From an optimization exercise on the open Yosys and OpenROAD flow, aimed at small area, a short achievable clock period and few clock cycles per item; shortcuts taken in it are not production practice.
RTL that was checked went through simulation tests only; none was proved equivalent to the original.
Power is estimated from default activity; no workload was simulated.

## run A
==> module chirp_radar_ranger, before the edit <==
module chirp_radar_ranger (
    input  wire        clk,
    input  wire        rst,
    input  wire        key_valid,
    input  wire [7:0]  key_char,
    input  wire        in_valid,
    output wire        in_ready,
    input  wire [15:0] mic,
    input  wire [31:0] now,
    output reg         out_valid,
    input  wire        out_ready,
    output wire [15:0] out_left,
    output reg         out_last,
    output reg         ev_valid,
    output reg         ev_kind,       
    output reg  [7:0]  ev_char,
    output wire [5:0]  ev_index,
    output reg  [13:0] ev_dist,       
    output wire [27:0] ev_amp
);
    localparam N          = 64;
    localparam R          = 16;
    localparam [23:0] TX_PERIOD_HI = 24'd1;    
    reg        rdy;             
    reg  [5:0] icnt;            
    assign in_ready = rdy;
    wire acc = in_valid && rdy;
    reg        v0;
    reg [15:0] mic0;
    reg [31:0] now0;
    reg        k0v;
    reg  [7:0] k0c;
    reg        key_pend;
    reg  [7:0] key_q;
    reg [31:0] next_tx;
    reg        armed;           
    reg  [5:0] zero_off;
    reg        blk_tx;          
    reg        blk_det;         
    reg        busy;            
    reg        recal_q;         
    reg        warn_q;          
    reg  [3:0] tail;            
    reg        tail_act;        
    reg        rep_v;           
    reg  [6:0] rep_rel;         
    wire first0 = (icnt == 6'd1);
    wire last0  = (icnt == 6'd0);
    wire lagok0 = (icnt >= R) || (icnt == 6'd0);      
    wire step   = v0 && first0;
    wire fired   = (now0 >= next_tx);
    wire det_now = armed && !fired;
    wire is_r    = (key_q == 8'h72);
    wire       tx_now  = step ? fired : blk_tx;
    localparam [127:0] CHIRP_TAB = {8'h3F, 8'h08, 8'hA7, 8'h76, 8'hDD, 8'h9F, 8'h56, 8'h52,
                                    8'hB5, 8'h90, 8'hF7, 8'h5C, 8'h77, 8'h57, 8'h27, 8'h00};
    wire [7:0] chirp_n = CHIRP_TAB[{icnt[3:0], 3'b000} +: 8];      
    wire [7:0] left_nx = (tx_now && icnt < R) ? chirp_n : 8'd0;
    wire       last_nx = (icnt == N - 1);
    reg  [7:0] left_q;
    reg  [7:0] sk_left;
    reg        sk_last;
    assign out_left = {{8{left_q[7]}}, left_q};
    wire main_free = !out_valid || out_ready;
    always @(posedge clk) begin
        if (rst) begin
            rdy       <= 1'b0;
            out_valid <= 1'b0;
            icnt      <= 6'd0;
        end else begin
            rdy <= 1'b1;
            if (!rdy) begin
                if (main_free && out_valid) begin
                    left_q   <= sk_left;
                    out_last <= sk_last;
                end else if (out_valid) begin
                    rdy <= 1'b0;
                end
            end else if (acc) begin
                icnt <= icnt + 6'd1;
                if (main_free) begin
                    out_valid <= 1'b1;
                    left_q    <= left_nx;
                    out_last  <= last_nx;
                end else begin
                    sk_left <= left_nx;
                    sk_last <= last_nx;
                    rdy     <= 1'b0;
                end
            end else if (main_free) begin
                out_valid <= 1'b0;
            end
        end
    end
    always @(posedge clk) begin
        if (rst) begin
            v0  <= 1'b0;
            k0v <= 1'b0;
        end else begin
            v0  <= acc;
            k0v <= key_valid;
        end
        k0c  <= key_char;
        mic0 <= tail_nx ? 16'd0 : mic;
        now0 <= now;
    end
    wire        c_done;
    wire [5:0]  c_idx;
    wire [27:0] c_amp;
    wire        in_tail = tail_act;
    wire        tail_go = v0 && last0 && blk_det;
    wire        tail_nx = tail_go || (tail_act && tail != 4'd1);
    wire        c_shift = (v0 && (first0 || blk_det)) || in_tail;
    wire        c_lag   = (v0 && !first0 && blk_det && lagok0) || in_tail;
    wire        c_first = !in_tail && (icnt == R);
    wire        c_last  = (tail == 4'd1);
    assign ev_index = c_idx;
    assign ev_amp   = c_amp;
    chirp_correlator u_corr (
        .clk       (clk),
        .rst       (rst),
        .shift_en  (c_shift),
        .x         (mic0),
        .lag_v     (c_lag),
        .lag_first (c_first),
        .lag_last  (c_last),
        .done      (c_done),
        .best_idx  (c_idx),
        .best_amp  (c_amp)
    );
    always @(posedge clk) begin
        if (rst) begin
            key_pend  <= 1'b0;
            key_q     <= 8'd0;
            next_tx   <= 32'd0;
            armed     <= 1'b0;
            zero_off  <= 6'd0;
            blk_tx    <= 1'b0;
            blk_det   <= 1'b0;
            busy      <= 1'b0;
            recal_q   <= 1'b0;
            warn_q    <= 1'b0;
            tail      <= 4'd0;
            tail_act  <= 1'b0;
            rep_v     <= 1'b0;
            ev_valid  <= 1'b0;
        end else begin
            ev_valid <= 1'b0;
            rep_v    <= 1'b0;
            if (step) begin
                blk_tx  <= fired;
                blk_det <= det_now;
                armed   <= fired;
                if (fired)
                    next_tx <= {now0[31:8] + TX_PERIOD_HI, now0[7:0]};
                if (det_now)
                    busy <= 1'b1;
                if (key_pend && !is_r) begin
                    ev_char <= key_q;
                    if (busy)
                        warn_q <= 1'b1;
                    else begin
                        ev_valid <= 1'b1;
                        ev_kind  <= 1'b0;
                    end
                end
                if (key_pend && is_r) begin
                    if ((busy && !rep_v) || det_now)
                        recal_q <= 1'b1;
                    else
                        zero_off <= c_idx;
                end
            end
            tail_act <= tail_nx;
            if (tail_go)
                tail <= R - 1;
            else if (in_tail)
                tail <= tail - 4'd1;
            if (c_done) begin
                rep_v   <= 1'b1;
                rep_rel <= {1'b0, c_idx} - {1'b0, zero_off};
            end
            if (rep_v) begin
                busy      <= 1'b0;
                ev_valid  <= 1'b1;
                ev_kind   <= 1'b1;
                ev_dist   <= {{7{rep_rel[6]}}, rep_rel} * 14'd85;
                if (recal_q) begin
                    zero_off <= c_idx;
                    recal_q  <= 1'b0;
                end
            end
            if (warn_q && !busy) begin
                ev_valid <= 1'b1;
                ev_kind  <= 1'b0;
                warn_q   <= 1'b0;
            end
            if (k0v) begin
                key_pend <= 1'b1;
                key_q    <= k0c;
            end else if (step) begin
                key_pend <= 1'b0;
            end
        end
    end
endmodule
Settings: LEC_CHECK=0, CAP_MARGIN=20, CORE_MARGIN=2, CORE_UTILIZATION=40, CTS_CLUSTER_DIAMETER=90, CTS_CLUSTER_SIZE=30, SLEW_MARGIN=20, SYNTH_HIERARCHICAL=1; clock period 13.0 ns.
standard.sh (not shown) runs the stock make flow with config.mk's settings and CLKGATE_MAP_FILE= SYNTH_SCRIPT=/design/flow/synth_recipe.tcl, a recipe that flattens the netlist after the stock synthesis.
==> flow/flow/run.sh <==
#!/bin/bash
# The standard layout (the standard.sh: the standard synthesis,
# floorplan, placement, CTS, routing) at the design's clock period and
# constraints, with two settings passed on to ORFS:
#  - SETUP_SLACK_MARGIN: the resizer's setup repair aims for this much
#    slack, so it works the paths down towards the period the design can
#    reach rather than stopping once the design's period is met;
#  - BUFFER_PORTS_ARGS: the cell used for the buffer every port gets.
# The make output goes to standard_make.log; ORFS's own logs are kept under
# orfs/logs.
set -euo pipefail
MARGIN=$(cat flow/margin.txt)
PORTBUF=$(cat flow/portbuf.txt)
bash standard.sh "SETUP_SLACK_MARGIN=$MARGIN" "BUFFER_PORTS_ARGS=-buffer_cell $PORTBUF" finish > standard_make.log 2>&1
==> flow/flow/margin.txt <==
9.1
==> flow/flow/portbuf.txt <==
sky130_fd_sc_hd__buf_1
Input changes introduced in run B (baseline for comparison: run A):
--- a/flow/design.v
+++ b/flow/design.v
@@ -894,13 +894,13 @@
     wire acc = in_valid && rdy;
     reg        v0;
     reg [15:0] mic0;
     reg [31:0] now0;
-    reg        k0v;
-    reg  [7:0] k0c;
-    reg        key_pend;
+    reg        key_pend;        
     reg  [7:0] key_q;
+    reg        key0;            
     reg [31:0] next_tx;
+    reg        nt_set;          
     reg        armed;           
     reg  [5:0] zero_off;
     reg        blk_tx;          
     reg        blk_det;         
@@ -914,11 +914,11 @@
     wire first0 = (icnt == 6'd1);
     wire last0  = (icnt == 6'd0);
     wire lagok0 = (icnt >= R) || (icnt == 6'd0);      
     wire step   = v0 && first0;
-    wire fired   = (now0 >= next_tx);
+    wire fired   = !nt_set || (now0 >= next_tx);      
     wire det_now = armed && !fired;
-    wire is_r    = (key_q == 8'h72);
+    wire is_r    = (ev_char == 8'h72);
     wire       tx_now  = step ? fired : blk_tx;
     localparam [127:0] CHIRP_TAB = {8'h3F, 8'h08, 8'hA7, 8'h76, 8'hDD, 8'h9F, 8'h56, 8'h52,
                                     8'hB5, 8'h90, 8'hF7, 8'h5C, 8'h77, 8'h57, 8'h27, 8'h00};
     wire [7:0] chirp_n = CHIRP_TAB[{icnt[3:0], 3'b000} +: 8];      
@@ -959,16 +959,12 @@
             end
         end
     end
     always @(posedge clk) begin
-        if (rst) begin
-            v0  <= 1'b0;
-            k0v <= 1'b0;
-        end else begin
-            v0  <= acc;
-            k0v <= key_valid;
-        end
-        k0c  <= key_char;
+        if (rst)
+            v0 <= 1'b0;
+        else
+            v0 <= acc;
         mic0 <= tail_nx ? 16'd0 : mic;
         now0 <= now;
     end
     wire        c_done;
@@ -997,10 +993,9 @@
     );
     always @(posedge clk) begin
         if (rst) begin
             key_pend  <= 1'b0;
-            key_q     <= 8'd0;
-            next_tx   <= 32'd0;
+            nt_set    <= 1'b0;
             armed     <= 1'b0;
             zero_off  <= 6'd0;
             blk_tx    <= 1'b0;
             blk_det   <= 1'b0;
@@ -1017,22 +1012,23 @@
             if (step) begin
                 blk_tx  <= fired;
                 blk_det <= det_now;
                 armed   <= fired;
-                if (fired)
+                if (fired) begin
                     next_tx <= {now0[31:8] + TX_PERIOD_HI, now0[7:0]};
+                    nt_set  <= 1'b1;
+                end
                 if (det_now)
                     busy <= 1'b1;
-                if (key_pend && !is_r) begin
-                    ev_char <= key_q;
+                if (key0 && !is_r) begin
                     if (busy)
                         warn_q <= 1'b1;
                     else begin
                         ev_valid <= 1'b1;
                         ev_kind  <= 1'b0;
                     end
                 end
-                if (key_pend && is_r) begin
+                if (key0 && is_r) begin
                     if ((busy && !rep_v) || det_now)
                         recal_q <= 1'b1;
                     else
                         zero_off <= c_idx;
@@ -1061,12 +1057,16 @@
                 ev_valid <= 1'b1;
                 ev_kind  <= 1'b0;
                 warn_q   <= 1'b0;
             end
-            if (k0v) begin
+            if (acc && icnt == 6'd0) begin
+                key0    <= key_pend;
+                ev_char <= key_q;
+            end
+            if (key_valid) begin
                 key_pend <= 1'b1;
-                key_q    <= k0c;
-            end else if (step) begin
+                key_q    <= key_char;
+            end else if (acc && icnt == 6'd0) begin
                 key_pend <= 1'b0;
             end
         end
     end
Notes after the runs:
- Going from run A to run B, initial antenna violation count decreased by 3 relative to the old numbers, number of inverters outside the clock class in the layout increased by 4 relative to the old numbers, mean instance size in the synthesized netlist increased by about 4% relative to the old numbers, peak clock frequency supported by timing increased by about 2% relative to the old numbers.
- Sequential share of power was lower in the run labelled run B.
- The compound-cell area share of the yosys netlist in run B was lower than what run A gave.
- [run B] first-iteration DRC count rose about 23% relative to run A
- Taking run A as the reference, in run B sequential cell count decreased 7, cell count after synthesis moved down, layout-stage area growth over the synthesis result saw a decrease.
- Looking at number of cells after detailed placement, run B sits below run A.
Testbench counts of run B, summed over its fixed seeds: cycles 32,776, items 32,768.
For run A, only the layout was checked, not whether the RTL still works.

-- static timing again, ports no longer ideal --
Ports are ideal in the flow. The routed layouts listed here were re-timed in OpenROAD.
Step 1 assumes that a clkbuf_16 drives the clock port and a buf_2 every other input.
Step 2 moves the port delays by t, midway between the first and last clock arrival at a register: inputs arrive t later, outputs are due t later. That takes back most of the time a late clock gives input paths.
Slacks: ideal / step 1 / step 2; pairs: ideal / step 1.
| run | t, ns | setup slack, ns | slew at the worst register clock pin (ns) | worst data-port slew with drivers (ns) |
|---|---|---|---|---|
| run A | 0.699 | 9.059 / 8.993 / 8.638 | 0.11 / 0.11 | 0.04 |
| run B | 0.637 | 9.138 / 9.083 / 8.879 | 0.11 / 0.11 | 0.06 |
After both steps setup and hold are still met in every run listed. The setup slack of run A, which loses most, moves by -0.066 ns with the drivers and by -0.421 ns with both steps.
